Background: an optimization exercise with open tools, aiming at small area, a short achievable clock period and few clock cycles per item. Do not read the settings as production practice.
The RTL was checked by simulation tests, not by an equivalence proof against the original design.

==> run.sh <==
#!/bin/bash
# synth_recipe.tcl (not shown) runs the flow's synth.tcl, then flattens the netlist and writes it again
# the make line also repeats each setting of config.mk as NAME=value (left out here)
make -C /OpenROAD-flow-scripts/flow DESIGN_CONFIG=/design/flow/config.mk WORK_HOME=/design/flow/orfs CLKGATE_MAP_FILE= SYNTH_SCRIPT=/design/flow/synth_recipe.tcl finish
==> config.mk <==
export PLATFORM = sky130hd
export DESIGN_NAME = og_mulquant
export DESIGN_NICKNAME = og_mulquant
export VERILOG_FILES = /design/flow/design.v
export SDC_FILE = /design/flow/constraint.sdc
export NUM_CORES = 4
export LEC_CHECK = 0
export ABC_CLOCK_PERIOD_IN_PS = 14000
export CAP_MARGIN = 20
export CORE_MARGIN = 2
export CORE_UTILIZATION = 30
export SETUP_SLACK_MARGIN = 0.5
export SLEW_MARGIN = 20
==> constraint.sdc <==
create_clock -name core_clock -period 22.0 [get_ports {clk}]
set_input_delay 4.4000 -clock core_clock [delete_from_list [all_inputs] [get_ports {clk}]]
set_output_delay 4.4000 -clock core_clock [all_outputs]
set_load 0.01 [all_outputs]
==> design.v <==
module og_fmul64 (
    input  wire [63:0] a,
    input  wire [63:0] b,
    output wire [63:0] y,
    output wire        nf
);
    wire        sa = a[63];
    wire        sb = b[63];
    wire [10:0] ea = a[62:52];
    wire [10:0] eb = b[62:52];
    wire [52:0] ma = {(ea != 11'd0), a[51:0]};
    wire [52:0] mb = {(eb != 11'd0), b[51:0]};
    wire [11:0] xa = (ea == 11'd0) ? 12'd1 : {1'b0, ea};
    wire [11:0] xb = (eb == 11'd0) ? 12'd1 : {1'b0, eb};
    wire [105:0] p = ma * mb;
    reg [6:0] lz;
    integer i;
    always @(*) begin
        lz = 7'd106;
        for (i = 0; i < 106; i = i + 1)
            if (p[i]) lz = 7'd105 - i[6:0];
    end
    wire [105:0] pn = p << lz;
    wire signed [13:0] be = $signed({2'b00, xa}) + $signed({2'b00, xb})
                          - 14'sd1022 - $signed({7'd0, lz});
    wire signed [13:0] dsh = 14'sd1 - be;
    wire [7:0]   sh  = (be >= 14'sd1) ? 8'd0 :
                       (dsh > 14'sd108) ? 8'd108 : dsh[7:0];
    wire [213:0] wide = {pn, 108'd0} >> sh;
    wire [52:0] sig    = wide[213:161];
    wire        guard  = wide[160];
    wire        sticky = |wide[159:0];
    wire [10:0] efield = (be >= 14'sd1) ? be[10:0] : 11'd0;
    wire        inc    = guard & (sticky | sig[0]);
    wire [62:0] rounded = {efield, sig[51:0]} + {62'd0, inc};
    wire zero = (p == 106'd0);
    assign nf = !zero & ((be >= 14'sd2047) | (rounded[62:52] == 11'h7FF));
    assign y  = {sa ^ sb, zero ? 63'd0 : rounded[62:0]};
endmodule
module og_quant (
    input  wire [63:0] v,
    output wire [15:0] q
);
    wire        s = v[63];
    wire [10:0] e = v[62:52];
    wire [52:0] m = {1'b1, v[51:0]};
    wire [67:0] p = m * 68'd32767;
    wire        top   = p[67];
    wire        g     = top ? p[14] : p[13];
    wire        st    = top ? (|p[13:0]) : (|p[12:0]);
    wire        lsb   = top ? p[15] : p[14];
    wire        up    = g & (st | lsb);
    wire [68:0] ulp   = top ? (69'd1 << 15) : (69'd1 << 14);
    wire [68:0] pm    = top ? {1'b0, p[67:15], 15'd0} : {1'b0, p[67:14], 14'd0};
    wire [68:0] r     = up ? pm + ulp : pm;
    wire [10:0] dexp  = 11'd1075 - e;
    wire [68:0] ip    = r >> dexp[6:0];
    wire [68:0] fmask = (69'd1 << dexp[6:0]) - 69'd1;
    wire [68:0] fr    = r & fmask;
    wire [68:0] half  = 69'd1 << (dexp[6:0] - 7'd1);
    wire        rnd   = (fr > half) | ((fr == half) & ip[0]);
    wire [15:0] mag_in = ip[15:0] + {15'd0, rnd};
    wire [15:0] mag = (e >= 11'd1023) ? 16'd32767 :
                      (e <  11'd1007) ? 16'd0 : mag_in;
    assign q = s ? (16'd0 - mag) : mag;
endmodule
module og_mulquant (
    input  wire        clk,
    input  wire        rst,         
    input  wire        in_valid,
    input  wire [63:0] a,
    input  wire [63:0] b,
    output reg         out_valid,
    output reg  [63:0] y,
    output reg         nf,
    output reg  [15:0] q
);
    reg        v0;
    reg [63:0] a0, b0;
    always @(posedge clk) begin
        if (rst) v0 <= 1'b0;
        else     v0 <= in_valid;
        a0 <= a;
        b0 <= b;
    end
    wire [63:0] m_y;
    wire        m_nf;
    og_fmul64 u_mul (
        .a  (a0),
        .b  (b0),
        .y  (m_y),
        .nf (m_nf)
    );
    reg        v1;
    reg [63:0] y1;
    reg        nf1;
    always @(posedge clk) begin
        if (rst) v1 <= 1'b0;
        else     v1 <= v0;
        y1  <= m_y;
        nf1 <= m_nf;
    end
    wire [15:0] q_y;
    og_quant u_quant (
        .v (y1),
        .q (q_y)
    );
    always @(posedge clk) begin
        if (rst) out_valid <= 1'b0;
        else     out_valid <= v1;
        y  <= y1;
        nf <= nf1;
        q  <= q_y;
    end
endmodule
==> flow_summary.json <==
{
  "status": "finished clean",
  "wl_per_cell_um": 27.35,
  "synthXorXnorAreaFrac": 0.01820,
  "fin_crit_ns": 20.92,
  "syn-num-nets": 21780,
  "fp.dieArea_um2": 503500,
  "r2r-start": "a0[8]",
  "drc": 0,
  "ant_nets": 0,
  "grt_remaining_overflow": 0,
  "place.gp.congestion": 1.046,
  "synth_top_family_by_area": "adder cells",
  "maxSlewViolCount": 0,
  "cts_buffers": 39,
  "synth_commonest_cells": "3,100 x inv_1, 3,009 x fa_1, 1,890 x nand2_1",
  "regToRegSetupSlack_ns": 1.08,
  "synth_cells": 17950,
  "crit_path_start_kind": "flop",
  "yosysSeqAreaShare": 0.03713,
  "cts-htree-levels": 2,
  "rows": 259,
  "cp_max_fo": 30,
  "finalHoldViolations": 0,
  "insertion_delay_ns": 0.74,
  "critPathKind": "reg2reg",
  "core_area_um2": 496800,
  "end_kind": "flop",
  "layout-drive-gt1-share": 0.06311,
  "relSlewSlack": 0.1031,
  "grt_pass1_vias": 139700,
  "drt-met1-wl_mm": 284.2,
  "regArea_um2": 5714,
  "tightest_slew_ns": 1.327,
  "min-delay-start": "nf1",
  "min_path_cells": 0,
  "synth_area_leaders": "fa_1 40%, inv_1 7.8%, and2_1 7.5%",
  "track_usage": 0.2621,
  "start_util": 0.3006,
  "final_core_util": 0.3246,
  "critPathRequiredTime_ns": 22.52,
  "finalNetCount": 21440,
  "cts.path.max_buffers": 3,
  "drtIter0Drc": 14980,
  "dp_slack_ns": 1.593,
  "antenna_found_initial": 31,
  "cpPeakStageDelay_ns": 0.92,
  "final_cells": 24320,
  "drt-pass1-iter-count": 7,
  "wl_met2_mm": 290.7,
  "highest_layer": "met5",
  "period_share": 0.9509,
  "die_h_um": 709.6,
  "yosys.area_share.simple": 0.2106,
  "placed_area_um2": 159800,
  "cpMaxStageDelayCell": "dfxtp_2",
  "synth_compound_area_frac": 0.1468,
  "rsz0062_at_grt": "no",
  "whs_ns": 0.3443,
  "yosys_most_used_dff": "dfxtp_1",
  "avgSynthCellArea_um2": 8.322,
  "synth_most_common_cell": "inv_1",
  "synthArstFlopShare": 0,
  "die_w_um": 709.6,
  "wl_mm": 665.0,
  "setup_ws_ns": 1.080,
  "synthDistinctLibCells": 144,
  "synth_top_area_frac": 0.4033,
  "yosysWarnings": 2,
  "maxCapViolations": 0,
  "area_delta_synth_final_pct": 7.987,
  "synthMuxAreaShare": 0.01360,
  "r2r_cells": 62,
  "fin_skew_ns": 0.1120,
  "grt_first_pass_wirelength_mm": 982.1,
  "cpMostUsedCell": "fa_1",
  "ioPinCount": 213,
  "worstHoldPathType": "reg2reg",
  "via_per_inst": 5.612,
  "hpwl_mm": 545.0,
  "worst_ep_arrival_time_ns": 21.44,
  "setup_viol": 0,
  "met3_length_mm": 59.03,
  "num_vias": 136500,
  "finalSetupTns_ns": 0,
  "multi_input_area_um2": 127500,
  "synth_adder_area_share": 0.4617,
  "grt_max_degree": 125,
  "synth_seq_cells": 277,
  "clkTransAtPathRegs_ns": 0.06,
  "port_buffers": 212,
  "startpoint": "a0[8]",
  "cts_hold_buffers": 0,
  "cts_root_buffer": "clkbuf_16",
  "syn_area_um2": 149300,
  "synth_area_leader_cell": "fa_1",
  "synth-edff-count": 0,
  "dpl.cell_count": 24220,
  "fmaxAchievable_ghz": 0.04780,
  "final_area_um2": 161300,
  "nFillCells": 52450,
  "cts_tree": "done",
  "cts_sinks": 277
}
## state kept, by name, indices dropped and copies added (netlist names)
name       count
a0            64
b0            64
nf             1
nf1            1
out_valid      1
q             16
v0             1
v1             1
y             64
y1            64
## cell type report
| class | instances | share of cell area |
|---|---|---|
| Inverter | 3107 | 0.07234 |
| Antenna cell | 25 | 0.0003879 |
| Clock buffer | 45 | 0.006571 |
| Clock inverter | 27 | 0.001645 |
| Sequential cell | 277 | 0.03543 |
| Multi-Input combinational cell | 13400 | 0.7906 |
| Tap cell | 6655 | 0.05163 |
| Timing Repair Buffer | 784 | 0.04135 |
## critical path, delay by kind of cell (launching register included)
family,cells,cell delay [ns]
buffers and inverters,10,1.67
AND/OR/NAND/NOR,17,5.28
AO/OA/AOI/OAI,22,7.05
adder cells (fa/ha/maj),12,5.51
XOR/XNOR,1,0.16
flip-flops,1,0.92
## per-layer routing
| metal | GRT usage | vias to the layer above |
|---|---|---|
| li1 | - | 57640 |
| met1 | 0.3617 | 70690 |
| met2 | 0.4034 | 6777 |
| met3 | 0.04996 | 1340 |
| met4 | 0.1034 | 12 |
| met5 | 0 | - |
## layout by cell type, fill, tap and decap left out, drive strengths merged, types with 58 or more instances in the layout
master	count
inv	3119
fa	3009
nand2	1894
and2	1784
nor2	766
ha	696
buf	571
a21oi	559
o21ai	492
nand3	437
nor3	373
dfxtp	277
a211oi	225
clkdlybuf4s50	212
xnor2	197
o211ai	170
nand4	168
o22ai	154
a31oi	142
a21o	135
nor4	129
mux2i	111
xor2	110
and3	108
a22oi	86
o21a	80
nand2b	80
or3	77
a2111oi	71
o31ai	66
o221ai	64
a221oi	64
a211o	62
or2	58
## final timing paths
check            to
max reg2reg  y1[46]
max          y1[46]
min              nf
min reg2reg      nf
## cells by family (layout without fill, tap and decap cells)
logic type                 Yosys count  after routing
DFF                                277            277
muxes                              170            170
and+or+nand+nor                   6141           6141
buffers and inverters             4272           3963
adders and majority gates         3706           3706
xor gates and xnor gates           307            307
AOI/OAI and AO/OA                 3073           3073
other                                0             25
## repair_timing
action	CTS	global route
setup buffers	0	2
endpoints found under the hold margin	0	0
endpoints found under the setup margin	0	39
resized for setup	0	12
Testbench counts, summed over its fixed seeds: cycles 12,024, items 12,000.

-- afterwards: timing with drivers on the ports --
The results above use ideal ports. As a check the final layout listed here was re-extracted and re-timed, cells and wires unchanged. Step 1: set_driving_cell puts a clkbuf_16 on clk and a buf_2 on each other input, an assumption about the parent block. Step 2 moves the port delays by t, midway between the first and last clock arrival at a register: inputs arrive t later, outputs are due t later. That takes back most of the time a late clock gives input paths. Three values: no drivers, after step 1, after step 2; two values: the first two.
shift t [ns]: 0.795
setup WS [ns]: 1.080 / 1.080 / 1.080
worst hold slack (ns): 0.344 / 0.344 / 0.344
worst setup path at the end: register to register
worst data-port slew with drivers (ns): 0.07
After both steps this run still meets setup and hold. The setup slack of this run moves by 0.000 ns with the drivers and by 0.000 ns with both steps.
